What follows belongs to an exercise in optimizing a design on an open flow for a short achievable clock period and few clock cycles per item; a production flow would make more cautious choices. Only simulation tests tie the RTL to the original design; equivalence was not proved. Power is estimated from default activity; no workload was simulated.

==> flow/design.v <==
module qse_pacer (
    input  wire        clk,
    input  wire        rst,                
    input  wire [31:0] cfg_sample_rate,
    input  wire [31:0] cfg_carrier_freq,
    input  wire [31:0] cfg_bit_rate,
    input  wire [31:0] cfg_packet_size,
    input  wire [31:0] cfg_unit_size,
    input  wire [31:0] cfg_image_len,
    input  wire [31:0] cfg_strategy,
    input  wire [31:0] cfg_app_start,
    input  wire [31:0] cfg_sector_count,
    input  wire [31:0] cfg_pause_short_us,
    input  wire [31:0] cfg_pause_erase_us,
    input  wire [31:0] cfg_intro_us,
    input  wire [31:0] cfg_outro_us,
    input  wire        sect_we,
    input  wire [3:0]  sect_idx,
    input  wire [31:0] sect_data,
    input  wire        cmd_valid,
    output wire        cmd_ready,
    input  wire [1:0]  cmd_op,
    output reg         rsp_valid,
    output reg  [3:0]  rsp_err,
    output reg  [2:0]  rsp_kind,
    output reg  [31:0] rsp_addr,
    output reg  [47:0] rsp_nsym,
    output reg  [31:0] rsp_s,
    output reg  [31:0] rsp_p
);
    localparam [2:0] K_INTRO = 3'd1, K_PACKET = 3'd2, K_PAUSE_SHORT = 3'd3,
                     K_PAUSE_ERASE = 3'd4, K_OUTRO = 3'd5;
    reg [31:0] c_ps, c_u, c_len, c_app;
    reg        c_st0, c_sthi, c_scnt_big;
    reg [15:0] smask;            
    integer mi;
    always @(posedge clk) begin
        c_ps       <= cfg_packet_size;
        c_u        <= cfg_unit_size;
        c_len      <= cfg_image_len;
        c_app      <= cfg_app_start;
        c_st0      <= cfg_strategy[0];
        c_sthi     <= cfg_strategy[31:1] != 31'd0;
        c_scnt_big <= cfg_sector_count > 32'd16;
        for (mi = 0; mi < 16; mi = mi + 1)
            smask[mi] <= cfg_strategy[0] && (cfg_sector_count > mi);
    end
    reg        we_r;
    reg [3:0]  wi_r;
    reg [31:0] wd_r;
    reg [31:0] sect [0:15];
    always @(posedge clk) begin
        we_r <= sect_we;
        wi_r <= sect_idx;
        wd_r <= sect_data;
        if (we_r)
            sect[wi_r] <= wd_r;
    end
    wire [31:0] psmu, tgt0;
    qse_add2 u_add_psmu (.clk(clk), .a(c_ps), .b(~c_u), .cin(1'b1), .s(psmu));
    qse_add2 u_add_tgt0 (.clk(clk), .a(c_app), .b(psmu), .cin(1'b0), .s(tgt0));
    wire [41:0] q_intro, q_outro, q_short, q_erase;
    qse_blank u_blank (.clk(clk), .rst(rst), .br(cfg_bit_rate),
                       .us_0(cfg_intro_us), .us_1(cfg_outro_us),
                       .us_2(cfg_pause_short_us), .us_3(cfg_pause_erase_us),
                       .q_0(q_intro), .q_1(q_outro), .q_2(q_short), .q_3(q_erase));
    reg [47:0] pkt_nsym;         
    always @(posedge clk) begin
        pkt_nsym <= {14'd0, c_ps + 32'd20, 2'b00};
    end
    function [33:0] qse_add34;
        input [33:0] a, b;
        input        cin;
        reg [18:0] lo;
        reg [18:0] h1;
        reg [17:0] h0;
        begin
            lo = {1'b0, a[16:0], cin} + {1'b0, b[16:0], cin};
            h0 = {1'b0, a[33:17]} + {1'b0, b[33:17]};
            h1 = {1'b0, a[33:17], 1'b1} + {1'b0, b[33:17], 1'b1};
            qse_add34 = {lo[18] ? h1[17:1] : h0[16:0], lo[17:1]};
        end
    endfunction
    function [5:0] lzc;
        input [32:0] v;
        integer i;
        begin
            lzc = 6'd33;
            for (i = 0; i < 33; i = i + 1)
                if (v[i]) lzc = 6'd32 - i;
        end
    endfunction
    localparam [2:0] CS_IDLE = 3'd0, CS_DIV = 3'd1, CS_FIN1 = 3'd2, CS_FIN2 = 3'd3,
                     CS_FIN3 = 3'd4, CS_DONE = 3'd5;
    reg  [2:0] cs;
    reg        kick;             
    wire       dv_start = (sect_we & ~we_r) | kick;
    reg  [32:0] c_fc2, c_br;
    reg  [5:0]  c_lfc2, c_lbr;
    reg         dv_start_r, br_ge;
    always @(posedge clk) begin
        c_fc2      <= {cfg_carrier_freq, 1'b0};
        c_br       <= {1'b0, cfg_bit_rate};
        br_ge      <= {1'b0, cfg_bit_rate} >= {cfg_carrier_freq, 1'b0};
        c_lfc2     <= lzc({cfg_carrier_freq, 1'b0});
        c_lbr      <= lzc({1'b0, cfg_bit_rate});
        dv_start_r <= dv_start;
    end
    wire [32:0] c_n = br_ge ? c_br : c_fc2;
    wire [32:0] c_d = br_ge ? c_fc2 : c_br;
    wire [5:0]  c_ln = br_ge ? c_lbr : c_lfc2;
    wire [5:0]  c_ld = br_ge ? c_lfc2 : c_lbr;
    wire        dA, dB, dC, dD, dE;
    wire        zA, zB, zD, zE, nzA;    
    wire [32:0] qA, rA, qB, rB, qC, rC, qD, rD, qE, rE;
    qse_div u_div_a (.clk(clk), .rst(rst), .start(dv_start), .n({1'b0, cfg_sample_rate}), .d({1'b0, cfg_carrier_freq}),
                     .ln_i(lzc({1'b0, cfg_sample_rate})), .ld_i(lzc({1'b0, cfg_carrier_freq})),
                     .done(dA), .q(qA), .r(rA), .dz(zA), .nz(nzA));
    qse_div u_div_b (.clk(clk), .rst(rst), .start(dv_start), .n({1'b0, cfg_sample_rate}), .d({1'b0, cfg_bit_rate}),
                     .ln_i(lzc({1'b0, cfg_sample_rate})), .ld_i(lzc({1'b0, cfg_bit_rate})),
                     .done(dB), .q(qB), .r(rB), .dz(zB), .nz());
    qse_div u_div_c (.clk(clk), .rst(rst), .start(dv_start_r), .n(c_n), .d(c_d), .ln_i(c_ln), .ld_i(c_ld),
                     .done(dC), .q(qC), .r(rC), .dz(), .nz());
    qse_div u_div_d (.clk(clk), .rst(rst), .start(dv_start), .n({1'b0, cfg_unit_size}), .d({1'b0, cfg_packet_size}),
                     .ln_i(lzc({1'b0, cfg_unit_size})), .ld_i(lzc({1'b0, cfg_packet_size})),
                     .done(dD), .q(qD), .r(rD), .dz(zD), .nz());
    qse_div u_div_e (.clk(clk), .rst(rst), .start(dv_start), .n({1'b0, cfg_image_len}), .d({1'b0, cfg_unit_size}),
                     .ln_i(lzc({1'b0, cfg_image_len})), .ld_i(lzc({1'b0, cfg_unit_size})),
                     .done(dE), .q(qE), .r(rE), .dz(zE), .nz());
    wire all_done = dA & dB & dC & dD & dE;
    reg [31:0] ppu;
    reg [31:0] s_val, p_val;
    reg        ppu_is1;
    reg [31:0] units;
    reg        units_is1, units_zero;
    reg [3:0]  chk_err;
    reg [10:0] f_err;            
    reg [32:0] f_umr;            
    reg [32:0] lpu;              
    always @(posedge clk)
        lpu <= qse_add34({2'b0, c_len}, {2'b0, c_u}, 1'b0);
    reg        f_rnz;            
    reg [31:0] f_qe;             
    reg [32:0] f_pl;             
    reg [32:0] nap;              
    always @(posedge clk)
        nap <= 33'h100000000 - {1'b0, c_app};
    integer ei;
    always @(posedge clk) begin
        if (rst)
            cs <= CS_IDLE;
        else if (dv_start)
            cs <= CS_DIV;
        else if (cs == CS_DIV && all_done)
            cs <= CS_FIN1;
        else if (cs == CS_FIN1)
            cs <= CS_FIN2;
        else if (cs == CS_FIN2)
            cs <= CS_FIN3;
        else if (cs == CS_FIN3)
            cs <= CS_DONE;
    end
    always @(posedge clk) begin
        f_err[0]   <= c_sthi;
        f_err[1]   <= nzA || zA || zB || zD || zE;
        f_err[2]   <= rA != 33'd0;
        f_err[3]   <= rB != 33'd0;
        f_err[4]   <= qB[31] || rC != 33'd0;
        f_err[5]   <= c_ps > 32'd4096;
        f_err[6]   <= c_ps > c_u;
        f_err[7]   <= rD != 33'd0;
        f_err[9]   <= c_st0 && c_scnt_big;
        f_umr      <= qse_add34({1'b0, lpu}, {1'b1, ~rE}, 1'b1);
        f_rnz      <= rE != 33'd0;
        f_qe       <= qE[31:0];
        s_val      <= {qB[30:0], 1'b0};
        p_val      <= qA[31:0];
        ppu        <= qD[31:0];
        ppu_is1    <= qD == 33'd1;
        f_pl       <= f_rnz ? f_umr : {1'b0, c_len};
        units      <= f_qe + {31'd0, f_rnz};
        units_is1  <= units == 32'd1;
        units_zero <= units == 32'd0;
        f_err[8]   <= f_pl[32];
        f_err[10]  <= c_st0 && f_pl > nap;
        chk_err <= 4'd0;
        for (ei = 10; ei >= 0; ei = ei - 1)
            if (f_err[ei]) chk_err <= ei + 1;
    end
    wire chk_done = (cs == CS_DONE);
    reg  pend;                   
    reg  rdy;                    
    assign cmd_ready = rdy;
    wire acc     = cmd_valid & rdy;
    wire acc_chk = acc & (cmd_op == 2'd0);
    wire acc_run = acc & (cmd_op == 2'd1);
    wire acc_pul = acc & cmd_op[1];
    wire chk_rsp = (acc_chk | pend) & chk_done;
    reg        nk_i, nk_k, nk_z, nk_o;    
    reg [31:0] pk_addr;          
    reg [31:0] jleft;            
    reg        jlast;
    reg [31:0] uleft;            
    reg        ulast;
    reg [31:0] pk_next;          
    reg [31:0] tgt;              
    reg        hit;              
    integer hi;
    reg hit_c;
    always @* begin
        hit_c = 1'b0;
        for (hi = 0; hi < 16; hi = hi + 1)
            if (smask[hi] && sect[hi] == tgt) hit_c = 1'b1;
    end
    always @(posedge clk) begin
        rsp_s <= s_val;
        rsp_p <= p_val;
        rsp_addr <= pk_addr;
        rsp_kind <= nk_i ? K_INTRO : nk_k ? K_PACKET : nk_z ? (hit ? K_PAUSE_ERASE : K_PAUSE_SHORT) :
                    K_OUTRO;
        rsp_nsym <= nk_i ? {4'd0, q_intro, 2'b00} : nk_k ? pkt_nsym :
                    nk_z ? (hit ? {4'd0, q_erase, 2'b00} : {4'd0, q_short, 2'b00}) :
                    {4'd0, q_outro, 2'b00};
    end
    always @(posedge clk) begin
        if (rst) begin
            rsp_valid <= 1'b0;
            rsp_err   <= 4'd0;
            pend      <= 1'b0;
            rdy       <= 1'b1;
            kick      <= 1'b0;
            nk_i <= 1'b0; nk_k <= 1'b0; nk_z <= 1'b0; nk_o <= 1'b0;
        end else begin
            rsp_valid <= acc_run | acc_pul | chk_rsp;
            rsp_err   <= chk_rsp ? chk_err : 4'd0;
            kick      <= acc_chk && cs == CS_IDLE;
            if (chk_rsp) begin
                pend <= 1'b0;
                rdy  <= 1'b1;
            end else if (acc_chk) begin
                pend <= 1'b1;
                rdy  <= 1'b0;
            end
            if (acc_run) begin
                nk_i <= 1'b1; nk_k <= 1'b0; nk_z <= 1'b0; nk_o <= 1'b0;
            end else if (acc_pul) begin
                if (nk_i) begin
                    nk_i <= 1'b0;
                    nk_k <= ~units_zero;
                    nk_o <= units_zero;
                end
                if (nk_k && jlast) begin
                    nk_k <= 1'b0;
                    nk_z <= 1'b1;
                end
                if (nk_z) begin
                    nk_z <= 1'b0;
                    nk_k <= ~ulast;
                    nk_o <= ulast;
                end
                if (nk_o)
                    nk_o <= 1'b0;
            end
        end
    end
    always @(posedge clk) begin
        if (acc_run) begin
            pk_addr <= 32'd0;
            pk_next <= c_ps;
            tgt     <= tgt0;
            jleft   <= ppu;
            jlast   <= ppu_is1;
            uleft   <= units;
            ulast   <= units_is1;
        end else if (acc_pul) begin
            if (nk_k) begin
                pk_addr <= pk_next;
                pk_next <= qse_add34({2'b0, pk_next}, {2'b0, c_ps}, 1'b0);
                tgt     <= qse_add34({2'b0, tgt}, {2'b0, c_ps}, 1'b0);
                hit     <= hit_c;
                if (jlast) begin
                    jleft <= ppu;
                    jlast <= ppu_is1;
                end else begin
                    jleft <= jleft - 32'd1;
                    jlast <= jleft == 32'd2;
                end
            end
            if (nk_z) begin
                uleft <= uleft - 32'd1;
                ulast <= uleft == 32'd2;
            end
        end
    end
endmodule
module qse_div (
    input  wire        clk,
    input  wire        rst,
    input  wire        start,
    input  wire [32:0] n,
    input  wire [32:0] d,
    input  wire [5:0]  ln_i,     
    input  wire [5:0]  ld_i,     
    output reg         done,
    output reg  [32:0] q,
    output wire [32:0] r,
    output reg         dz,       
    output reg         nz        
);
    localparam [1:0] S_K = 2'd0, S_SHIFT = 2'd1, S_ITER = 2'd2, S_FIX = 2'd3;
    reg        busy;
    reg [1:0]  st;
    reg [33:0] pr;               
    reg [32:0] dd, ds;
    reg [6:0]  k;                
    reg [5:0]  ln, ld;
    reg        nar;              
    reg        ph;               
    reg [16:0] lo_r;
    reg        c_r;
    assign r = pr[32:0];
    wire        sub  = ~pr[33];
    wire [33:0] opx  = {1'b0, ds} ^ {34{sub}};
    wire [19:0] n19  = {pr[18:0], sub} + {opx[18:0], sub};
    wire [18:0] nres = n19[19:1];
    wire [18:0] w_lo = {1'b0, pr[16:0], sub} + {1'b0, opx[16:0], sub};
    wire [17:0] w_hi = {pr[33:17], c_r} + {opx[33:17], c_r};
    wire [33:0] res  = nar ? {{15{nres[18]}}, nres} : {w_hi[17:1], lo_r};
    wire        full = nar | ph;             
    wire fin = busy && ((st == S_SHIFT && (dz || k[6])) ||
                        (st == S_FIX && (!pr[33] || full)));
    always @(posedge clk) begin
        if (rst) begin
            busy <= 1'b0;
            done <= 1'b0;
        end else if (start) begin
            busy <= 1'b1;
            done <= 1'b0;
        end else if (fin) begin
            busy <= 1'b0;
            done <= 1'b1;
        end
    end
    always @(posedge clk) begin
        lo_r <= w_lo[17:1];
        c_r  <= w_lo[18];
        if (start) begin
            st <= S_K;
            pr <= {1'b0, n};
            dd <= d;
            ln <= ln_i;
            ld <= ld_i;
            ph <= 1'b0;
        end else begin
            case (st)
                S_K: begin
                    k   <= {1'b0, ld} - {1'b0, ln};
                    dz  <= dd == 33'd0;
                    nz  <= pr[32:0] == 33'd0;
                    nar <= ln >= 6'd15;
                    q   <= 33'd0;
                    st  <= S_SHIFT;
                end
                S_SHIFT: begin
                    ds <= dd << k[5:0];
                    st <= S_ITER;
                end
                S_ITER: begin
                    if (busy) begin
                        ph <= ~full;
                        if (full) begin
                            pr <= res;
                            q  <= {q[31:0], ~res[33]};
                            ds <= (k == 7'd0) ? dd : ds >> 1;
                            k  <= k - 7'd1;
                            if (k == 7'd0)
                                st <= S_FIX;
                        end
                    end
                end
                default: begin
                    if (busy && pr[33]) begin
                        ph <= ~full;
                        if (full)
                            pr <= res;
                    end
                end
            endcase
        end
    end
endmodule
module qse_add2 (
    input  wire        clk,
    input  wire [31:0] a,
    input  wire [31:0] b,
    input  wire        cin,
    output reg  [31:0] s
);
    reg [16:0] lo;
    reg [15:0] h0, h1;
    wire [17:0] lox = {1'b0, a[15:0], cin} + {1'b0, b[15:0], cin};
    wire [16:0] h1x = {a[31:16], 1'b1} + {b[31:16], 1'b1};
    always @(posedge clk) begin
        lo <= lox[17:1];
        h0 <= a[31:16] + b[31:16];
        h1 <= h1x[16:1];
        s  <= {lo[16] ? h1 : h0, lo[15:0]};
    end
endmodule
module qse_blank (
    input  wire        clk,
    input  wire        rst,
    input  wire [31:0] br,
    input  wire [31:0] us_0,
    input  wire [31:0] us_1,
    input  wire [31:0] us_2,
    input  wire [31:0] us_3,
    output reg  [41:0] q_0,
    output reg  [41:0] q_1,
    output reg  [41:0] q_2,
    output reg  [41:0] q_3
);
    reg  [1:0] tg;
    reg [31:0] in_us, in_br;
    reg  [1:0] in_t;
    always @(posedge clk) begin
        tg    <= rst ? 2'd0 : tg + 2'd1;
        in_us <= tg[1] ? (tg[0] ? us_3 : us_2) : (tg[0] ? us_1 : us_0);
        in_br <= br;
        in_t  <= tg;
    end
    wire [63:0] pp0 = {32'd0, in_us & {32{in_br[0]}}};
    wire [63:0] pp1 = {31'd0, in_us & {32{in_br[1]}}, 1'd0};
    wire [63:0] pp2 = {30'd0, in_us & {32{in_br[2]}}, 2'd0};
    wire [63:0] pp3 = {29'd0, in_us & {32{in_br[3]}}, 3'd0};
    wire [63:0] pp4 = {28'd0, in_us & {32{in_br[4]}}, 4'd0};
    wire [63:0] pp5 = {27'd0, in_us & {32{in_br[5]}}, 5'd0};
    wire [63:0] pp6 = {26'd0, in_us & {32{in_br[6]}}, 6'd0};
    wire [63:0] pp7 = {25'd0, in_us & {32{in_br[7]}}, 7'd0};
    wire [63:0] pp8 = {24'd0, in_us & {32{in_br[8]}}, 8'd0};
    wire [63:0] pp9 = {23'd0, in_us & {32{in_br[9]}}, 9'd0};
    wire [63:0] pp10 = {22'd0, in_us & {32{in_br[10]}}, 10'd0};
    wire [63:0] pp11 = {21'd0, in_us & {32{in_br[11]}}, 11'd0};
    wire [63:0] pp12 = {20'd0, in_us & {32{in_br[12]}}, 12'd0};
    wire [63:0] pp13 = {19'd0, in_us & {32{in_br[13]}}, 13'd0};
    wire [63:0] pp14 = {18'd0, in_us & {32{in_br[14]}}, 14'd0};
    wire [63:0] pp15 = {17'd0, in_us & {32{in_br[15]}}, 15'd0};
    wire [63:0] pp16 = {16'd0, in_us & {32{in_br[16]}}, 16'd0};
    wire [63:0] pp17 = {15'd0, in_us & {32{in_br[17]}}, 17'd0};
    wire [63:0] pp18 = {14'd0, in_us & {32{in_br[18]}}, 18'd0};
    wire [63:0] pp19 = {13'd0, in_us & {32{in_br[19]}}, 19'd0};
    wire [63:0] pp20 = {12'd0, in_us & {32{in_br[20]}}, 20'd0};
    wire [63:0] pp21 = {11'd0, in_us & {32{in_br[21]}}, 21'd0};
    wire [63:0] pp22 = {10'd0, in_us & {32{in_br[22]}}, 22'd0};
    wire [63:0] pp23 = {9'd0, in_us & {32{in_br[23]}}, 23'd0};
    wire [63:0] pp24 = {8'd0, in_us & {32{in_br[24]}}, 24'd0};
    wire [63:0] pp25 = {7'd0, in_us & {32{in_br[25]}}, 25'd0};
    wire [63:0] pp26 = {6'd0, in_us & {32{in_br[26]}}, 26'd0};
    wire [63:0] pp27 = {5'd0, in_us & {32{in_br[27]}}, 27'd0};
    wire [63:0] pp28 = {4'd0, in_us & {32{in_br[28]}}, 28'd0};
    wire [63:0] pp29 = {3'd0, in_us & {32{in_br[29]}}, 29'd0};
    wire [63:0] pp30 = {2'd0, in_us & {32{in_br[30]}}, 30'd0};
    wire [63:0] pp31 = {1'd0, in_us & {32{in_br[31]}}, 31'd0};
    wire [63:0] al0s0 = pp0 ^ pp1 ^ pp2;
    wire [63:0] al0c0m = (pp0 & pp1) | (pp0 & pp2) | (pp1 & pp2);
    wire [63:0] al0c0 = {al0c0m[62:0], 1'b0};
    wire [63:0] al0s1 = pp3 ^ pp4 ^ pp5;
    wire [63:0] al0c1m = (pp3 & pp4) | (pp3 & pp5) | (pp4 & pp5);
    wire [63:0] al0c1 = {al0c1m[62:0], 1'b0};
    wire [63:0] al0s2 = pp6 ^ pp7 ^ pp8;
    wire [63:0] al0c2m = (pp6 & pp7) | (pp6 & pp8) | (pp7 & pp8);
    wire [63:0] al0c2 = {al0c2m[62:0], 1'b0};
    wire [63:0] al0s3 = pp9 ^ pp10 ^ pp11;
    wire [63:0] al0c3m = (pp9 & pp10) | (pp9 & pp11) | (pp10 & pp11);
    wire [63:0] al0c3 = {al0c3m[62:0], 1'b0};
    wire [63:0] al0s4 = pp12 ^ pp13 ^ pp14;
    wire [63:0] al0c4m = (pp12 & pp13) | (pp12 & pp14) | (pp13 & pp14);
    wire [63:0] al0c4 = {al0c4m[62:0], 1'b0};
    wire [63:0] al0s5 = pp15 ^ pp16 ^ pp17;
    wire [63:0] al0c5m = (pp15 & pp16) | (pp15 & pp17) | (pp16 & pp17);
    wire [63:0] al0c5 = {al0c5m[62:0], 1'b0};
    wire [63:0] al0s6 = pp18 ^ pp19 ^ pp20;
    wire [63:0] al0c6m = (pp18 & pp19) | (pp18 & pp20) | (pp19 & pp20);
    wire [63:0] al0c6 = {al0c6m[62:0], 1'b0};
    wire [63:0] al0s7 = pp21 ^ pp22 ^ pp23;
    wire [63:0] al0c7m = (pp21 & pp22) | (pp21 & pp23) | (pp22 & pp23);
    wire [63:0] al0c7 = {al0c7m[62:0], 1'b0};
    wire [63:0] al0s8 = pp24 ^ pp25 ^ pp26;
    wire [63:0] al0c8m = (pp24 & pp25) | (pp24 & pp26) | (pp25 & pp26);
    wire [63:0] al0c8 = {al0c8m[62:0], 1'b0};
    wire [63:0] al0s9 = pp27 ^ pp28 ^ pp29;
    wire [63:0] al0c9m = (pp27 & pp28) | (pp27 & pp29) | (pp28 & pp29);
    wire [63:0] al0c9 = {al0c9m[62:0], 1'b0};
    wire [63:0] al1s10 = al0s0 ^ al0c0 ^ al0s1;
    wire [63:0] al1c10m = (al0s0 & al0c0) | (al0s0 & al0s1) | (al0c0 & al0s1);
    wire [63:0] al1c10 = {al1c10m[62:0], 1'b0};
    wire [63:0] al1s11 = al0c1 ^ al0s2 ^ al0c2;
    wire [63:0] al1c11m = (al0c1 & al0s2) | (al0c1 & al0c2) | (al0s2 & al0c2);
    wire [63:0] al1c11 = {al1c11m[62:0], 1'b0};
    wire [63:0] al1s12 = al0s3 ^ al0c3 ^ al0s4;
    wire [63:0] al1c12m = (al0s3 & al0c3) | (al0s3 & al0s4) | (al0c3 & al0s4);
    wire [63:0] al1c12 = {al1c12m[62:0], 1'b0};
    wire [63:0] al1s13 = al0c4 ^ al0s5 ^ al0c5;
    wire [63:0] al1c13m = (al0c4 & al0s5) | (al0c4 & al0c5) | (al0s5 & al0c5);
    wire [63:0] al1c13 = {al1c13m[62:0], 1'b0};
    wire [63:0] al1s14 = al0s6 ^ al0c6 ^ al0s7;
    wire [63:0] al1c14m = (al0s6 & al0c6) | (al0s6 & al0s7) | (al0c6 & al0s7);
    wire [63:0] al1c14 = {al1c14m[62:0], 1'b0};
    wire [63:0] al1s15 = al0c7 ^ al0s8 ^ al0c8;
    wire [63:0] al1c15m = (al0c7 & al0s8) | (al0c7 & al0c8) | (al0s8 & al0c8);
    wire [63:0] al1c15 = {al1c15m[62:0], 1'b0};
    wire [63:0] al1s16 = al0s9 ^ al0c9 ^ pp30;
    wire [63:0] al1c16m = (al0s9 & al0c9) | (al0s9 & pp30) | (al0c9 & pp30);
    wire [63:0] al1c16 = {al1c16m[62:0], 1'b0};
    wire [63:0] al2s17 = al1s10 ^ al1c10 ^ al1s11;
    wire [63:0] al2c17m = (al1s10 & al1c10) | (al1s10 & al1s11) | (al1c10 & al1s11);
    wire [63:0] al2c17 = {al2c17m[62:0], 1'b0};
    wire [63:0] al2s18 = al1c11 ^ al1s12 ^ al1c12;
    wire [63:0] al2c18m = (al1c11 & al1s12) | (al1c11 & al1c12) | (al1s12 & al1c12);
    wire [63:0] al2c18 = {al2c18m[62:0], 1'b0};
    wire [63:0] al2s19 = al1s13 ^ al1c13 ^ al1s14;
    wire [63:0] al2c19m = (al1s13 & al1c13) | (al1s13 & al1s14) | (al1c13 & al1s14);
    wire [63:0] al2c19 = {al2c19m[62:0], 1'b0};
    wire [63:0] al2s20 = al1c14 ^ al1s15 ^ al1c15;
    wire [63:0] al2c20m = (al1c14 & al1s15) | (al1c14 & al1c15) | (al1s15 & al1c15);
    wire [63:0] al2c20 = {al2c20m[62:0], 1'b0};
    wire [63:0] al2s21 = al1s16 ^ al1c16 ^ pp31;
    wire [63:0] al2c21m = (al1s16 & al1c16) | (al1s16 & pp31) | (al1c16 & pp31);
    wire [63:0] al2c21 = {al2c21m[62:0], 1'b0};
    wire [63:0] al3s22 = al2s17 ^ al2c17 ^ al2s18;
    wire [63:0] al3c22m = (al2s17 & al2c17) | (al2s17 & al2s18) | (al2c17 & al2s18);
    wire [63:0] al3c22 = {al3c22m[62:0], 1'b0};
    wire [63:0] al3s23 = al2c18 ^ al2s19 ^ al2c19;
    wire [63:0] al3c23m = (al2c18 & al2s19) | (al2c18 & al2c19) | (al2s19 & al2c19);
    wire [63:0] al3c23 = {al3c23m[62:0], 1'b0};
    wire [63:0] al3s24 = al2s20 ^ al2c20 ^ al2s21;
    wire [63:0] al3c24m = (al2s20 & al2c20) | (al2s20 & al2s21) | (al2c20 & al2s21);
    wire [63:0] al3c24 = {al3c24m[62:0], 1'b0};
    reg [63:0] m1_0, m1_1, m1_2, m1_3, m1_4, m1_5, m1_6;
    reg  [1:0] m1_t;
    always @(posedge clk) begin
        m1_0 <= al3s22;
        m1_1 <= al3c22;
        m1_2 <= al3s23;
        m1_3 <= al3c23;
        m1_4 <= al3s24;
        m1_5 <= al3c24;
        m1_6 <= al2c21;
        m1_t <= in_t;
    end
    wire [63:0] bl0s0 = m1_0 ^ m1_1 ^ m1_2;
    wire [63:0] bl0c0m = (m1_0 & m1_1) | (m1_0 & m1_2) | (m1_1 & m1_2);
    wire [63:0] bl0c0 = {bl0c0m[62:0], 1'b0};
    wire [63:0] bl0s1 = m1_3 ^ m1_4 ^ m1_5;
    wire [63:0] bl0c1m = (m1_3 & m1_4) | (m1_3 & m1_5) | (m1_4 & m1_5);
    wire [63:0] bl0c1 = {bl0c1m[62:0], 1'b0};
    wire [63:0] bl1s2 = bl0s0 ^ bl0c0 ^ bl0s1;
    wire [63:0] bl1c2m = (bl0s0 & bl0c0) | (bl0s0 & bl0s1) | (bl0c0 & bl0s1);
    wire [63:0] bl1c2 = {bl1c2m[62:0], 1'b0};
    wire [63:0] bl2s3 = bl1s2 ^ bl1c2 ^ bl0c1;
    wire [63:0] bl2c3m = (bl1s2 & bl1c2) | (bl1s2 & bl0c1) | (bl1c2 & bl0c1);
    wire [63:0] bl2c3 = {bl2c3m[62:0], 1'b0};
    wire [63:0] bl3s4 = bl2s3 ^ bl2c3 ^ m1_6;
    wire [63:0] bl3c4m = (bl2s3 & bl2c3) | (bl2s3 & m1_6) | (bl2c3 & m1_6);
    wire [63:0] bl3c4 = {bl3c4m[62:0], 1'b0};
    reg [63:0] m2_s, m2_c;
    reg  [1:0] m2_t;
    always @(posedge clk) begin
        m2_s <= bl3s4;
        m2_c <= bl3c4;
        m2_t <= m1_t;
    end
    wire [16:0] m3_a0 = {1'b0, m2_s[15:0]} + {1'b0, m2_c[15:0]};
    wire [17:0] m3_b0 = {1'b0, m2_s[15:0], 1'b1} + {1'b0, m2_c[15:0], 1'b1};
    wire [16:0] m3_a1 = {1'b0, m2_s[31:16]} + {1'b0, m2_c[31:16]};
    wire [17:0] m3_b1 = {1'b0, m2_s[31:16], 1'b1} + {1'b0, m2_c[31:16], 1'b1};
    wire [16:0] m3_a2 = {1'b0, m2_s[47:32]} + {1'b0, m2_c[47:32]};
    wire [17:0] m3_b2 = {1'b0, m2_s[47:32], 1'b1} + {1'b0, m2_c[47:32], 1'b1};
    wire [16:0] m3_a3 = {1'b0, m2_s[63:48]} + {1'b0, m2_c[63:48]};
    wire [17:0] m3_b3 = {1'b0, m2_s[63:48], 1'b1} + {1'b0, m2_c[63:48], 1'b1};
    reg [16:0] m3_x0, m3_y0, m3_x1, m3_y1, m3_x2, m3_y2, m3_x3, m3_y3;
    reg  [1:0] m3_t;
    always @(posedge clk) begin
        m3_x0 <= m3_a0;
        m3_y0 <= m3_b0[17:1];
        m3_x1 <= m3_a1;
        m3_y1 <= m3_b1[17:1];
        m3_x2 <= m3_a2;
        m3_y2 <= m3_b2[17:1];
        m3_x3 <= m3_a3;
        m3_y3 <= m3_b3[17:1];
        m3_t  <= m2_t;
    end
    wire c16 = m3_x0[16];
    wire c32 = c16 ? m3_y1[16] : m3_x1[16];
    wire c48 = c32 ? m3_y2[16] : m3_x2[16];
    reg [54:0] y;            
    reg  [1:0] y_t;
    always @(posedge clk) begin
        y   <= {c48 ? m3_y3[15:0] : m3_x3[15:0], c32 ? m3_y2[15:0] : m3_x2[15:0],
                c16 ? m3_y1[15:0] : m3_x1[15:0], m3_x0[15:9]};
        y_t <= m3_t;
    end
    wire [54:0] yn = ~y;
    wire [110:0] yr0 = {55'd0, y, 1'd0};
    wire [110:0] yr1 = {53'd0, y, 3'd0};
    wire [110:0] yr2 = {51'd0, yn, 5'd0};
    wire [110:0] yr3 = {49'd0, y, 7'd0};
    wire [110:0] yr4 = {46'd0, yn, 10'd0};
    wire [110:0] yr5 = {44'd0, yn, 12'd0};
    wire [110:0] yr6 = {41'd0, yn, 15'd0};
    wire [110:0] yr7 = {36'd0, yn, 20'd0};
    wire [110:0] yr8 = {34'd0, yn, 22'd0};
    wire [110:0] yr9 = {31'd0, yn, 25'd0};
    wire [110:0] yr10 = {29'd0, y, 27'd0};
    wire [110:0] yr11 = {24'd0, y, 32'd0};
    wire [110:0] yr12 = {22'd0, yn, 34'd0};
    wire [110:0] yr13 = {18'd0, yn, 38'd0};
    wire [110:0] yr14 = {13'd0, yn, 43'd0};
    wire [110:0] yr15 = {10'd0, y, 46'd0};
    wire [110:0] yr16 = {7'd0, yn, 49'd0};
    wire [110:0] yr17 = {5'd0, y, 51'd0};
    wire [110:0] yr18 = {1'd0, y, 55'd0};
    wire [110:0] yrc = 111'd2575538583124184470418254141101088;
    wire [110:0] cl0s0 = yr0 ^ yr1 ^ yr2;
    wire [110:0] cl0c0m = (yr0 & yr1) | (yr0 & yr2) | (yr1 & yr2);
    wire [110:0] cl0c0 = {cl0c0m[109:0], 1'b0};
    wire [110:0] cl0s1 = yr3 ^ yr4 ^ yr5;
    wire [110:0] cl0c1m = (yr3 & yr4) | (yr3 & yr5) | (yr4 & yr5);
    wire [110:0] cl0c1 = {cl0c1m[109:0], 1'b0};
    wire [110:0] cl0s2 = yr6 ^ yr7 ^ yr8;
    wire [110:0] cl0c2m = (yr6 & yr7) | (yr6 & yr8) | (yr7 & yr8);
    wire [110:0] cl0c2 = {cl0c2m[109:0], 1'b0};
    wire [110:0] cl0s3 = yr9 ^ yr10 ^ yr11;
    wire [110:0] cl0c3m = (yr9 & yr10) | (yr9 & yr11) | (yr10 & yr11);
    wire [110:0] cl0c3 = {cl0c3m[109:0], 1'b0};
    wire [110:0] cl0s4 = yr12 ^ yr13 ^ yr14;
    wire [110:0] cl0c4m = (yr12 & yr13) | (yr12 & yr14) | (yr13 & yr14);
    wire [110:0] cl0c4 = {cl0c4m[109:0], 1'b0};
    wire [110:0] cl0s5 = yr15 ^ yr16 ^ yr17;
    wire [110:0] cl0c5m = (yr15 & yr16) | (yr15 & yr17) | (yr16 & yr17);
    wire [110:0] cl0c5 = {cl0c5m[109:0], 1'b0};
    wire [110:0] cl1s6 = cl0s0 ^ cl0c0 ^ cl0s1;
    wire [110:0] cl1c6m = (cl0s0 & cl0c0) | (cl0s0 & cl0s1) | (cl0c0 & cl0s1);
    wire [110:0] cl1c6 = {cl1c6m[109:0], 1'b0};
    wire [110:0] cl1s7 = cl0c1 ^ cl0s2 ^ cl0c2;
    wire [110:0] cl1c7m = (cl0c1 & cl0s2) | (cl0c1 & cl0c2) | (cl0s2 & cl0c2);
    wire [110:0] cl1c7 = {cl1c7m[109:0], 1'b0};
    wire [110:0] cl1s8 = cl0s3 ^ cl0c3 ^ cl0s4;
    wire [110:0] cl1c8m = (cl0s3 & cl0c3) | (cl0s3 & cl0s4) | (cl0c3 & cl0s4);
    wire [110:0] cl1c8 = {cl1c8m[109:0], 1'b0};
    wire [110:0] cl1s9 = cl0c4 ^ cl0s5 ^ cl0c5;
    wire [110:0] cl1c9m = (cl0c4 & cl0s5) | (cl0c4 & cl0c5) | (cl0s5 & cl0c5);
    wire [110:0] cl1c9 = {cl1c9m[109:0], 1'b0};
    wire [110:0] cl2s10 = cl1s6 ^ cl1c6 ^ cl1s7;
    wire [110:0] cl2c10m = (cl1s6 & cl1c6) | (cl1s6 & cl1s7) | (cl1c6 & cl1s7);
    wire [110:0] cl2c10 = {cl2c10m[109:0], 1'b0};
    wire [110:0] cl2s11 = cl1c7 ^ cl1s8 ^ cl1c8;
    wire [110:0] cl2c11m = (cl1c7 & cl1s8) | (cl1c7 & cl1c8) | (cl1s8 & cl1c8);
    wire [110:0] cl2c11 = {cl2c11m[109:0], 1'b0};
    wire [110:0] cl2s12 = cl1s9 ^ cl1c9 ^ yr18;
    wire [110:0] cl2c12m = (cl1s9 & cl1c9) | (cl1s9 & yr18) | (cl1c9 & yr18);
    wire [110:0] cl2c12 = {cl2c12m[109:0], 1'b0};
    reg [110:0] n1_0, n1_1, n1_2, n1_3, n1_4, n1_5, n1_6;
    reg  [1:0] n1_t;
    always @(posedge clk) begin
        n1_0 <= cl2s10;
        n1_1 <= cl2c10;
        n1_2 <= cl2s11;
        n1_3 <= cl2c11;
        n1_4 <= cl2s12;
        n1_5 <= cl2c12;
        n1_6 <= yrc;
        n1_t <= y_t;
    end
    wire [110:0] dl0s0 = n1_0 ^ n1_1 ^ n1_2;
    wire [110:0] dl0c0m = (n1_0 & n1_1) | (n1_0 & n1_2) | (n1_1 & n1_2);
    wire [110:0] dl0c0 = {dl0c0m[109:0], 1'b0};
    wire [110:0] dl0s1 = n1_3 ^ n1_4 ^ n1_5;
    wire [110:0] dl0c1m = (n1_3 & n1_4) | (n1_3 & n1_5) | (n1_4 & n1_5);
    wire [110:0] dl0c1 = {dl0c1m[109:0], 1'b0};
    wire [110:0] dl1s2 = dl0s0 ^ dl0c0 ^ dl0s1;
    wire [110:0] dl1c2m = (dl0s0 & dl0c0) | (dl0s0 & dl0s1) | (dl0c0 & dl0s1);
    wire [110:0] dl1c2 = {dl1c2m[109:0], 1'b0};
    wire [110:0] dl2s3 = dl1s2 ^ dl1c2 ^ dl0c1;
    wire [110:0] dl2c3m = (dl1s2 & dl1c2) | (dl1s2 & dl0c1) | (dl1c2 & dl0c1);
    wire [110:0] dl2c3 = {dl2c3m[109:0], 1'b0};
    reg [110:0] n2_0, n2_1, n2_2;
    reg  [1:0] n2_t;
    always @(posedge clk) begin
        n2_0 <= dl2s3;
        n2_1 <= dl2c3;
        n2_2 <= n1_6;
        n2_t <= n1_t;
    end
    wire [110:0] el0s0 = n2_0 ^ n2_1 ^ n2_2;
    wire [110:0] el0c0m = (n2_0 & n2_1) | (n2_0 & n2_2) | (n2_1 & n2_2);
    wire [110:0] el0c0 = {el0c0m[109:0], 1'b0};
    wire [35:0] n3_c0 = {1'b0, el0s0[34:0]} + {1'b0, el0c0[34:0]};
    wire [34:0] n3_c1a = {1'b0, el0s0[68:35]} + {1'b0, el0c0[68:35]};
    wire [35:0] n3_c1b = {1'b0, el0s0[68:35], 1'b1} + {1'b0, el0c0[68:35], 1'b1};
    reg [41:0] n3_s, n3_c;
    reg        n3_k, n3_g0, n3_g1;
    reg  [1:0] n3_t;
    always @(posedge clk) begin
        n3_s  <= el0s0[110:69];
        n3_c  <= el0c0[110:69];
        n3_k  <= n3_c0[35];
        n3_g0 <= n3_c1a[34];
        n3_g1 <= n3_c1b[35];
        n3_t  <= n2_t;
    end
    wire       n3_cy = n3_k ? n3_g1 : n3_g0;
    wire [22:0] n4_sx = {1'b0, n3_s[20:0], n3_cy} + {1'b0, n3_c[20:0], n3_cy};
    wire [21:0] n4_sum = n4_sx[22:1];
    reg [20:0] n4_lo;
    reg [20:0] n4_s, n4_c;
    reg        n4_cy;
    reg  [1:0] n4_t;
    always @(posedge clk) begin
        n4_lo <= n4_sum[20:0];
        n4_cy <= n4_sum[21];
        n4_s  <= n3_s[41:21];
        n4_c  <= n3_c[41:21];
        n4_t  <= n3_t;
    end
    wire [21:0] q_hx = {n4_s, n4_cy} + {n4_c, n4_cy};
    wire [41:0] qv = {q_hx[21:1], n4_lo};
    always @(posedge clk) begin
        if (n4_t == 2'd0) q_0 <= qv;
        if (n4_t == 2'd1) q_1 <= qv;
        if (n4_t == 2'd2) q_2 <= qv;
        if (n4_t == 2'd3) q_3 <= qv;
    end
endmodule
==> flow/run.sh <==
#!/bin/bash
# synth_recipe.tcl (not shown) runs the flow's synth.tcl, then flattens the netlist and writes it again
# the make line also repeats each setting of config.mk as NAME=value (left out here)
make -C /OpenROAD-flow-scripts/flow DESIGN_CONFIG=/design/flow/config.mk WORK_HOME=/design/flow/orfs CLKGATE_MAP_FILE= SYNTH_SCRIPT=/design/flow/synth_recipe.tcl finish
==> flow/config.mk <==
export PLATFORM = sky130hd
export DESIGN_NAME = qse_pacer
export DESIGN_NICKNAME = qse_pacer
export VERILOG_FILES = /design/flow/design.v
export SDC_FILE = /design/flow/constraint.sdc
export NUM_CORES = 4
export LEC_CHECK = 0
export CAP_MARGIN = 20
export CORE_MARGIN = 2
export CORE_UTILIZATION = 40
export PLACE_DENSITY = 0.6
export SETUP_SLACK_MARGIN = 5
export SLEW_MARGIN = 20
==> flow/constraint.sdc <==
create_clock -name core_clock -period 8.0 [get_ports {clk}]
set_input_delay 1.6000 -clock core_clock [delete_from_list [all_inputs] [get_ports {clk}]]
set_output_delay 1.6000 -clock core_clock [all_outputs]
set_load 0.01 [all_outputs]
==> results of run 1 <==
[synthesized netlist by cell type (17+ instances only)]
cell type     n
a211oi_1    125
a21boi_0     43
a21o_1      192
a21oi_1     751
a221o_1      30
a221oi_1     76
a22o_1       52
a311oi_1     17
a31oi_1      71
and2_1      981
and3_1       48
buf_1        67
clkbuf_1    613
dfxtp_1    2430
edfxtp_1   1521
fa_1       1780
ha_1       1148
inv_1      2354
mux2_2      363
mux2i_1     250
mux4_2       98
nand2_1    1110
nand2b_1    115
nand3_1     154
nand4_1     215
nor2_1      805
nor2b_1     141
nor3_1      204
nor4_1      238
o211ai_1     24
o21a_1       75
o21ai_0     595
o21ai_1      23
o21bai_1     73
o221ai_1     17
o22ai_1      19
o31ai_1      51
o41ai_1      18
or2_2        28
or3_1        36
or4_1        22
xnor2_1    1045
xor2_1      265
[metrics by stage]
step / power, mW / util (%) / std cells / instance area (um^2) / setup slack (ns)
2_1_floorplan: 70.77 / - / 18500 / 212200 / 4.424
3_3_place_gp: 90.13 / 42.87 / 25670 / 226400 / 2.183
3_5_place_dp: 91.00 / 42.87 / 25670 / 226400 / 2.393
4_1_cts: 115.9 / 47.74 / 27030 / 252100 / 4.545
5_1_grt: 127.9 / 48.65 / 27250 / 256900 / 4.438
6_report: 117.8 / 48.66 / 27280 / 257000 / 4.522
[cell type report]
class	instances	area [um^2]	share of cell area, %
Inverter	2363	9080	3.533
Antenna cell	44	110.1	0.04284
Timing Repair inverter	4	37.54	0.01461
Clock inverter	229	2666	1.038
Timing Repair Buffer	1612	17730	6.897
Sequential cell	3951	94860	36.91
Tap cell	6994	8751	3.405
Multi-Input combinational cell	11500	111600	43.41
Clock buffer	575	12200	4.747
[how the worst max path moves through the flow]
stage                   start             end  slack, ns  depth (start not counted)
2_1_floorplan         sect_we    u_div_d.k[0]       4.42                          6
3_3_place_gp          sect_we  u_div_e.pr[29]       2.18                          7
3_5_place_dp          sect_we  u_div_b.dd[31]       2.39                          6
4_1_cts        u_div_c.pr[33]  u_div_c.pr[18]       4.55                         14
5_1_grt         u_div_c.ds[5]  u_div_c.pr[18]       4.44                         12
6_report       u_div_c.pr[33]  u_div_c.pr[20]       4.52                         14
[state kept, by name (all words and copies together), names as in the netlist, 59 cells and up]
register and flops:
u_blank.n1_2 81, sect 512, u_blank.n1_4 71, u_blank.n1_1 62, u_blank.n2_0 105, u_blank.n1_0 72, u_blank.n2_1 100, u_blank.n1_3 63
u_blank.n1_5 59
[metal layers]
layer  vias up  part of all wire, %  GRT usage [%]
met5         -                0.028              0
met1     71760                   41          32.38
met3      1443                  8.5          4.857
met4        28                  5.5          11.42
li1      64400                    -              -
met2      6081                   45          38.35
[what timing repair did]
item / in CTS / in global routing
gates resized for setup: 2002 / 845
setup buffers: 505 / 180
hold buffers: 0 / 0
gates cloned: 57 / 15
setup endpoints to repair: 1671 / 959
hold endpoints to repair: 0 / 0
pin swaps: 520 / 568
[power by group through the flow]
stage / Clock (mW) / Sequential (mW) / Combinational (mW)
after CTS: 21.2 / 33.3 / 61.4
after global routing: 22.0 / 34.0 / 71.9
final: 20.8 / 33.4 / 63.5
after global placement: 0 / 33.7 / 56.4
after detailed placement: 0 / 33.8 / 57.2
after floorplan: 0 / 32.6 / 38.1
[worst max-delay path, stage by stage (launching register included)]
cell,delay (ns)
dfxtp_4,0.35
buf_12,0.15
xnor2_2,0.13
ha_1,0.30
nor2b_1,0.14
o21a_1,0.18
o21a_1,0.19
a31o_2,0.22
o2111a_2,0.30
o41ai_4,0.35
a21oi_2,0.12
or3_4,0.36
nand3_4,0.13
a21o_4,0.21
o21ai_1,0.08
[cell families (layout without fill, tap and decap cells)]
logic type               Yosys count  after routing  share of synthesized area [%]
AND/OR/NAND/NOR                 4144           4152                          9.819
other                              1             51                       0.001769
AO/OA/AOI/OAI                   2392           2396                          7.083
flip-flops                      3951           3951                          44.51
multiplexers                     711            711                          4.151
adder cells (fa/ha/maj)         2928           2928                          23.59
XOR/XNOR                        1310           1310                          5.414
buffers and inverters           3058           4783                          5.434
==> summary.txt, run 1 <==
- Sink Count: slightly below 4k
- Seq/Total Area, Yosys: between 40 and 50%
- Fin nets: 23.25k
- Via count: roughly 140k
- WHS: between 0.2 and 0.3 ns
- Largest net degree at the start of global routing: 146
- Share of layout cells above drive strength 1: roughly a fifth
- Yosys cell types: 95
- Final min period: between 3 and 4 ns
- CTS buffer count: around 430
- Worst Hold Class: reg -> reg
- Switch share: approximately two fifths
- Top area cells in the synthesized netlist: dfxtp_1 (23%), edfxtp_1 (22%), fa_1 (17%), ha_1 (6.8%), xnor2_1 (4.3%)
- Row cnt: roughly 270
- Die area: roughly 540000 um^2
- Max-slew headroom: between 10% and 20%
- Syn_area_per_cell: about 11 um^2
- P_int: a little under 70 mW
- Clock slew at reported path FFs: approximately 0.060 ns
- CTS H-tree depth: 5
- Commonest non-fill, non-tap cell in the layout: dfxtp_1
- Post-route DRC: 0
- Hpwl dp: roughly 450 mm
- Io pins: 611
- Final wirelength: roughly 670 mm
- Net switching power: slightly below 50 mW
- Core area: about 530000 um^2
- Post-synth top area share: between 20% and 30%
- Hold EP: u_blank.m3_t[1]
- Leakage: 106.3 nW
- Reg power frac: between 20% and 30%
- Synthesized area: 211900 um^2
- Crit path kind: reg -> reg
- Worst-Skew Late Latency: 1.04 ns
- Clk root buf: clkbuf_16
- R2R depth: 14
- Max-cap viol count: 0
- ANT nets after route: 0
- Period utilisation layout: a little over two fifths
- Clock power share: around 18%
- Number of global-route vias before repair: between 100k and 150k
- Status: finished clean
- Die H: about 730 um
- Area Growth Syn to Fin: 21.26%
- Global Route Usage Sum: roughly 24%
- Endpoints failing setup: 0
- GPL Wtd Cong: 0.9233
- Hold_sp: u_blank.m2_t[1]
- Routed WL per cell: around 25 um
- Crit path max fanout: 9
- Critical path data arrival time: 4.23 ns
- Startpoint types: register
- First-pass DRT Iterations: 6
- Post-synth top area cell: dfxtp_1
- TritonCTS clock tree: built
- Ys async rst share: 0%
- Syn. warnings: 4
- CP endpoint kind: register
- Peak VDD IR: between 0.0003 and 0.0004 V
- Slew Limit Fails: 0
- Vias/cell: ~5.3
- Logic pwr share: 53.9%
- I/O Buffers: between 600 and 700
- Final Hold Vio Count: 0
- Pwr dens: about 460 nW/um^2
- Cells after Synth: between 15k and 20k
- Setup TNS: 0 ns
- Starting Density: about 40%
- WP data required: around 8.8 ns
- Worst hold stages: 0
- Worst reg2reg setup slack: 4.52 ns
- FMAX: between 200 and 300 MHz
- Post-synth EDFFs: about 1.5k
- Worst flop-to-flop path endpoint: u_div_c.pr[20]
- Launch point of the worst reg-to-reg path: u_div_c.pr[33]
- Die Wd: ~730 um
- Final Skew: about 0.073 ns
- Leading cell types in the layout, fill and taps excluded: dfxtp_1 (2211), inv_1 (2153), fa_1 (1627)
- Filler cells: between 40k and 50k
- GR Overflow Total: 0
- Initial drt markers: about 13k
- Global-route wire length before repair: 973.5 mm
- Synth Register Bits: 3951
- Transition time of the tightest slew-check pin: about 1.2 ns
- Setup repair after global routing missed its margin: yes
- Initial antenna violation count: 77
- Max Root-Sink Buffers: 4
- Synth Flop Type: dfxtp_1
Testbench counts, summed over its fixed seeds: cycles 3,947, commands 1,643.
==> inputs of run 2 (changes only) <==
--- a/flow/config.mk
+++ b/flow/config.mk
@@ -10,2 +10,4 @@
 export CORE_UTILIZATION = 40
+export CTS_CLUSTER_DIAMETER = 80
+export CTS_CLUSTER_SIZE = 30
 export PLACE_DENSITY = 0.6
==> run 2 against run 1 <==
  * Still clean
  * Clock skew is 0.00097 ns higher
  * Design area fell by 2.6%
  * Non-clock buffer count rose by 6
  * Global-route usage is 0.15 points lower
  * Critical path type unchanged
  * Critical endpoint is now u_div_c.pr[26]
  * Largest power group unchanged
  * Highest routed layer unchanged
==> summary.txt, run 2 <==
- Syn_area_per_cell: 11.46 um^2
- Initial drt markers: between 10k and 15k
- CTS buffer count: around 220
- Launch point of the worst path: u_div_c.pr[33]
- Leading cell types in the layout, fill and taps excluded: dfxtp_1 (2207), inv_1 (2153), fa_1 (1608)
- First-pass DRT Iterations: 6
- Final min period: between 3 and 4 ns
- R2R depth: 14
- Period utilisation layout: 43.62%
- Setup TNS: 0 ns
- Max Root-Sink Buffers: 4
- CTS Hold Bufs: 0
- Final wirelength: ~670 mm
- Ys async rst share: 0%
- Filler cells: 47.26k
- CP endpoint kind: register
- Hpwl dp: between 400 and 500 mm
- Routed WL per cell: 24.93 um
- Launch point of the worst reg-to-reg path: u_div_c.pr[33]
- XOR/XNOR share of the synthesized area: 5.414%
- Critical path data arrival time: approximately 4.3 ns
- Final Skew: 0.07403 ns
- Max reg flops: 512
- Reg with most FFs: sect
- CTS H-tree depth: 4
- Sink Count: a little under 4k
- Share of layout cells above drive strength 1: between 10% and 20%
- Commonest non-fill, non-tap cell in the layout: dfxtp_1
- GPL Wtd Cong: 0.9233
- Peak VDD IR: about 0.00033 V
- Leakage: ~100 nW
- Via count: roughly 140k
- Post-synthesis adder-cell area fraction: a little under a quarter
- Pwr dens: roughly 440 nW/um^2
- Fin nets: between 20k and 25k
- Slew Limit Fails: 0
- Die H: 731.9 um
- Simple-Gate Fraction of Synth Area: 9.819%
- Starting Density: roughly two fifths
- Worst reg2reg setup slack: ~4.5 ns
- Synth Flop Type: dfxtp_1
- ANT nets after route: 0
- Slowest cell on crit path: or3_4
- Hold EP: u_blank.m2_t[0]
- Startpoint types: register
- Compound-Gate Fraction of Synth Area: 7.083%
- Status: finished clean
- Cells after Synth: 18.50k
- Synth Register Bits: slightly below 4k
- FMAX: 286.5 MHz
- Die area: between 500000 and 600000 um^2
- Top post-synthesis cells by count: dfxtp_1 (2430), inv_1 (2354), fa_1 (1780)
- Transition time of the tightest slew-check pin: 1.212 ns
- Row cnt: between 200 and 300
- Worst Hold Class: reg -> reg
- Hold_sp: u_blank.m1_t[0]
- Regs by FF count: sect x512, u_blank.n2_0 x105, u_blank.n2_1 x100
- Worst-Skew Late Latency: between 1 and 1.5 ns
- WP data required: between 8 and 9 ns
- Global Route Usage Sum: between 20% and 30%
- TritonCTS clock tree: built
- Final Hold Vio Count: 0
- Slowest cell delay on critical path: 0.37 ns
- GR Overflow Total: 0
- Largest net degree at the start of global routing: ~150
- Worst flop-to-flop path endpoint: u_div_c.pr[26]
- Die Wd: ~730 um
- Largest family of logic cells by synthesized area: adder cells
- Setup repair after global routing missed its margin: yes
- Max-slew headroom: approximately a fifth
- CP most frequent cell: o21a_1
- Post-synth top area share: 22.95%
- Top-count cell post-synth: dfxtp_1
- Initial antenna violation count: between 80 and 90
- Cell Count, Final, Fillers Out: 26.87k
- Syn. warnings: 4
- Post-synth EDFFs: about 1.5k
- Seq/Total Area, Yosys: about 45%
- I/O Buffers: about 600
- Synthesized area: roughly 210000 um^2
- Vias/cell: between 5 and 6
- Top area cells in the synthesized netlist: dfxtp_1 (23%), edfxtp_1 (22%), fa_1 (17%), ha_1 (6.8%), xnor2_1 (4.3%)
- Number of global-route vias before repair: roughly 140k
- Post-route DRC: 0
- Worst hold stages: 0
- Clk root buf: clkbuf_16
- Yosys cell types: 95
- Endpoints failing setup: 0
- Placed Instances: about 26k
- Global-route wire length before repair: about 970 mm
- Io pins: just over 600
- Core area: about 530000 um^2
- Worst-path cell chain: buf_12 -> xnor2_2 -> ha_1 -> nor2b_1 -> o21a_1 -> o21a_1 -> a31o_2 -> o2111a_2 -> o41ai_4 -> a21oi_2 -> or3_4 -> nand3_4 -> a21o_4 -> o21ai_1
- Post-synth top area cell: dfxtp_1
- Crit path kind: reg -> reg
- Crit path max fanout: 9
- Clock slew at reported path FFs: 0.11 ns
- Multiplexer share of the synthesized area: 4.151%
- Area Growth Syn to Fin: 18.16%
- Max-cap viol count: 0
run 2: metal layers:
| metal | up-vias | GRT usage [%] | wire, um |
|---|---|---|---|
| met2 | 5729 | 38.48 | 300100 |
| met3 | 1352 | 4.662 | 56840 |
| met5 | - | 0 | 227 |
| li1 | 63760 | - | - |
| met1 | 71220 | 32.32 | 275100 |
| met4 | 36 | 10.52 | 37610 |
run 2: timing repair:
action | in CTS | in global routing
resized for setup | 2052 | 859
pin swaps | 574 | 534
setup buffers | 511 | 168
gates cloned | 68 | 17
setup endpoints to repair | 1677 | 1031
run 2: worst max-delay path, delay by kind of cell (launching register included):
kind,cells,cell delay (ns)
AOI/OAI and AO/OA,8,1.68
xor gates and xnor gates,1,0.13
adders and majority gates,1,0.30
buffers and inverters,1,0.14
DFF,1,0.36
and+or+nand+nor,3,0.64
run 2: through the flow:
| step | hold slack (ns) | setup WS (ns) | util (%) | power, mW | cell area (um^2) |
|---|---|---|---|---|---|
| 3_3_place_gp | 0.3096 | 2.183 | 42.87 | 90.13 | 226400 |
| 3_5_place_dp | 0.3121 | 2.393 | 42.87 | 91.00 | 226400 |
| 5_1_grt | 0.3123 | 4.455 | 47.41 | 120.3 | 250400 |
| 6_report | 0.3012 | 4.510 | 47.41 | 110.4 | 250400 |
| 2_1_floorplan | 0.3096 | 4.424 | - | 70.77 | 212200 |
| 4_1_cts | 0.3132 | 4.558 | 46.51 | 108.7 | 245700 |
run 2: layout make-up:
type / instances / area (um^2) / share of cell area [%]
Multi-Input combinational cell: 11510 / 111600 / 44.55
Sequential cell: 3951 / 94870 / 37.88
Timing Repair Buffer: 1618 / 17990 / 7.184
Inverter: 2363 / 9076 / 3.624
Tap cell: 6994 / 8751 / 3.495
Clock buffer: 246 / 5695 / 2.274
Clock inverter: 154 / 2364 / 0.9438
Antenna cell: 33 / 82.58 / 0.03298
Timing Repair inverter: 3 / 26.28 / 0.01049
run 2: worst max-delay path by stage:
stage	depth (start not counted)	slack (ns)	end
floorplan	6	4.42	u_div_d.k[0]
global placement	7	2.18	u_div_e.pr[29]
detailed placement	6	2.39	u_div_b.dd[31]
CTS	14	4.56	u_div_c.pr[18]
global route	12	4.45	u_div_c.pr[28]
finish	14	4.51	u_div_c.pr[26]
run 2: kinds of logic after synthesis:
logic type / Yosys count
buffers and inverters: 3058
AO/OA/AOI/OAI: 2392
other: 1
multiplexers: 711
adder cells (fa/ha/maj): 2928
flip-flops: 3951
AND/OR/NAND/NOR: 4144
XOR/XNOR: 1310
run 2: power breakdown:
| group | switching (mW) | leakage [nW] | internal [mW] |
|---|---|---|---|
| Clock | 8.07 | 3.87 | 5.76 |
| Combinational | 36.1 | 64.5 | 27.1 |
| Sequential | 3.72 | 34.7 | 29.6 |
==> inputs of run 3 (changes only) <==
--- a/flow/config.mk
+++ b/flow/config.mk
@@ -9,6 +9,4 @@
 export CORE_MARGIN = 2
-export CORE_UTILIZATION = 40
-export CTS_CLUSTER_DIAMETER = 80
-export CTS_CLUSTER_SIZE = 30
-export PLACE_DENSITY = 0.6
+export CORE_UTILIZATION = 30
+export PLACE_DENSITY = 0.5
 export SETUP_SLACK_MARGIN = 5
==> run 3 against run 2 <==
  * Design area up 4.8%
  * First-iteration DRC count is 14% lower
  * Die area increased by 33%
  * Fmax decreased by 0.54%
  * Sequential power about the same
  * Clock skew up 0.042 ns
  * Flip-flop and latch count stayed put
  * Via count increased by 1.0%
  * Synthesized cell count did not move
  * Sequential share of layout area fell by 1.7 points
  * Synthesized area is the same
  * Critical path type unchanged
  * Highest routed layer unchanged
==> summary.txt, run 3 <==
- Leading cell types in the layout, fill and taps excluded: dfxtp_1 (2203), inv_1 (2106), fa_1 (1570)
- First-pass DRT Iterations: 6
- Slowest cell delay on critical path: 0.37 ns
- Launch point of the worst reg-to-reg path: u_div_c.pr[33]
- Initial antenna violation count: 63
- Io pins: 611
- Share of layout cells above drive strength 1: 19.94%
- Worst Hold Class: reg -> reg
- Yosys cell types: 95
- Row cnt: about 300
- Cells after Synth: ~18k
- Top area cells in the synthesized netlist: dfxtp_1 (23%), edfxtp_1 (22%), fa_1 (17%), ha_1 (6.8%), xnor2_1 (4.3%)
- Top post-synthesis cells by count: dfxtp_1 (2430), inv_1 (2354), fa_1 (1780)
- Slowest cell on crit path: dfxtp_4
- FF/Latch Area: 94890 um^2
- Placed Instances: around 28k
- Status: finished clean
- Setup WS pre-CTS: a little under 3 ns
- Starting Density: around 30%
- Peak VDD IR: 0.0003003 V
- R2R depth: 13
- Global-route wire length before repair: about 1000 mm
- GR Overflow Total: 0
- Worst flop-to-flop path endpoint: u_div_c.pr[18]
- Global Route Usage Sum: between 10% and 20%
- Synth Register Bits: just under 4k
- Final Skew: ~0.12 ns
- Hpwl dp: between 400 and 500 mm
- Max-slew headroom: between 10% and 20%
- CTS Hold Bufs: 0
- FMAX: about 280 MHz
- I/O Buffers: roughly 600
- Sink Count: approximately 4.0k
- Worst setup margin: approximately 4.5 ns
- CP Buf/Inv Count: 1
- Final wirelength: 729.5 mm
- WP data required: about 8.8 ns
- Multi-input combinational cell area: ~110000 um^2
- Die area: 713200 um^2
- CP endpoint kind: register
- Leakage: around 110 nW
- Max Root-Sink Buffers: 4
- Filler cells: between 60k and 70k
- Design area: approximately 260000 um^2
- Cell Count, Final, Fillers Out: roughly 30k
- Setup repair after global routing missed its margin: yes
- Worst reg2reg setup slack: about 4.5 ns
- Top-count cell post-synth: dfxtp_1
- GPL Wtd Cong: 0.8803
- Pwr dens: 459.9 nW/um^2
- Syn_area_per_cell: around 11 um^2
- Initial drt markers: roughly 12k
- Max-cap viol count: 0
- Fin util: about 37%
- Largest net degree at the start of global routing: 85
- Clock slew at reported path FFs: 0.06 ns
- Post-synth top area cell: dfxtp_1
- Hold_sp: u_add_tgt0.lo[3]
- Crit path max fanout: 8
- Crit-path leading delay family: compound AO/OA/AOI/OAI gates
- Area Growth Syn to Fin: 23.89%
- ANT nets after route: 0
- Launch point of the worst path: u_div_c.pr[33]
- Vias/cell: 4.834
- Max reg flops: 512
- Endpoints failing setup: 0
- Reg with most FFs: sect
- Power Total: 120.8 mW
- Clk root buf: clkbuf_16
- Slew Limit Fails: 0
- Post-synth EDFFs: approximately 1.5k
- Post-route DRC: 0
- Syn. warnings: 4
- Seq/Total Area, Yosys: about 45%
- Crit path kind: reg -> reg
- Routed WL per cell: roughly 25 um
- Worst-path cell chain: buf_4 -> xnor2_1 -> ha_1 -> a21o_1 -> a221o_1 -> a31o_2 -> o2111a_2 -> o41ai_4 -> a21oi_2 -> or3_4 -> nand3_4 -> a21o_4 -> o21ai_1
- TritonCTS clock tree: built
- Critical path data arrival time: 4.31 ns
- Die Wd: around 840 um
- WHS: 0.2778 ns
- Hold EP: u_add_tgt0.s[3]
- Final min period: 3.509 ns
- CTS buffer count: ~450
- Setup TNS: 0 ns
- Post-synth top area share: between 20 and 25%
- Number of global-route vias before repair: about 150k
- Transition time of the tightest slew-check pin: approximately 1.3 ns
- Core area: between 700000 and 800000 um^2
- Synth Flop Type: dfxtp_1
- Startpoint types: register
- Period utilisation layout: roughly 44%
- Worst-Skew Late Latency: 1.09 ns
- Ys async rst share: 0%
- CTS H-tree depth: 5
- Synthesized area: between 200000 and 250000 um^2
- DP Area: about 230000 um^2
- Final Hold Vio Count: 0
- Via count: approximately 140k
- Commonest non-fill, non-tap cell in the layout: dfxtp_1
- Regs by FF count: sect x512, u_blank.n2_0 x105, u_blank.n2_1 x100
- Worst hold stages: 0
- Die H: 844.5 um
- Fin nets: between 20k and 25k
[run 3: cell counts after synthesis]
No cell type changed its count.
[run 3: final cells by class]
cell class,count,area share [%]
repair inverters,5,0.01811
clock buffers,627,4.976
well taps,9300,4.432
repair buffers,1707,7.258
multi-input cells,11510,42.62
clock inverters,221,1.067
inverters,2363,3.470
flip-flops and latches,3951,36.14
diodes,21,0.02001
[run 3: cell families after synthesis]
logic type,Yosys count,synth area share (%)
adder cells (fa/ha/maj),2928,23.59
XOR/XNOR,1310,5.414
AO/OA/AOI/OAI,2392,7.083
multiplexers,711,4.151
flip-flops,3951,44.51
buffers and inverters,3058,5.434
other,1,0.001769
AND/OR/NAND/NOR,4144,9.819
[run 3: power breakdown]
group	internal (mW)	leakage, nW	switching (mW)
combinational	27.8	64.9	37.6
clock	12.7	7.74	9.15
sequential	29.7	34.7	3.76
total	70.2	107	50.6
[run 3: how the worst max path moves through the flow]
stage / endpoint / cells past startpoint
after floorplan: u_div_d.k[0] / 6
after global placement: u_div_d.q[21] / 5
after detailed placement: u_div_a.dd[25] / 6
after CTS: pk_next[31] / 12
after global routing: pk_next[28] / 14
final: u_div_c.pr[18] / 13
[run 3: what timing repair did]
| action | CTS | global route |
|---|---|---|
| cloned | 65 | 9 |
| endpoints found under the setup margin | 1768 | 973 |
| buffers inserted | 607 | 183 |
| pin swaps | 597 | 542 |
| gates resized for setup | 2168 | 798 |
[run 3: per-layer routing]
layer | GRT usage, % | wire, um | vias to the layer above
li1 | - | - | 64600
met1 | 26.41 | 311200 | 72570
met2 | 32.40 | 336600 | 5161
met3 | 3.488 | 50530 | 1236
met4 | 6.761 | 31100 | 10
met5 | 0 | 67 | -

## separate check: timing with driven ports
No port has a modelled driver above. Below, the same layouts with a new extraction and two added sets of constraints. Step 1 assumes that a clkbuf_16 drives the clock port and a buf_2 every other input. Step 2 times the ports against the registers' clock, not the clock port: input delays grow and output delays shrink by t, the midpoint of the rising clock arrivals with the driver on. a / b / c = ideal / step 1 / step 2; a / b = the first two.
| run | t (ns) | setup slack, ns | hold slack, ns | worst setup path after step 2 | cell pins on the clock port's net |
|---|---|---|---|---|---|
| run 1 | 1.135 | 4.522 / 4.522 / 3.753 | 0.284 / 0.284 / 0.284 | input to register | 1 |
| run 2 | 1.113 | 4.510 / 4.510 / 3.776 | 0.301 / 0.301 / 0.301 | input to register | 1 |
| run 3 | 1.165 | 4.491 / 4.491 / 3.600 | 0.278 / 0.278 / 0.278 | input to register | 1 |
After both steps every run listed still meets setup and hold. The setup slack of run 3, which loses most, moves by 0.000 ns with the drivers and by -0.891 ns with both steps.
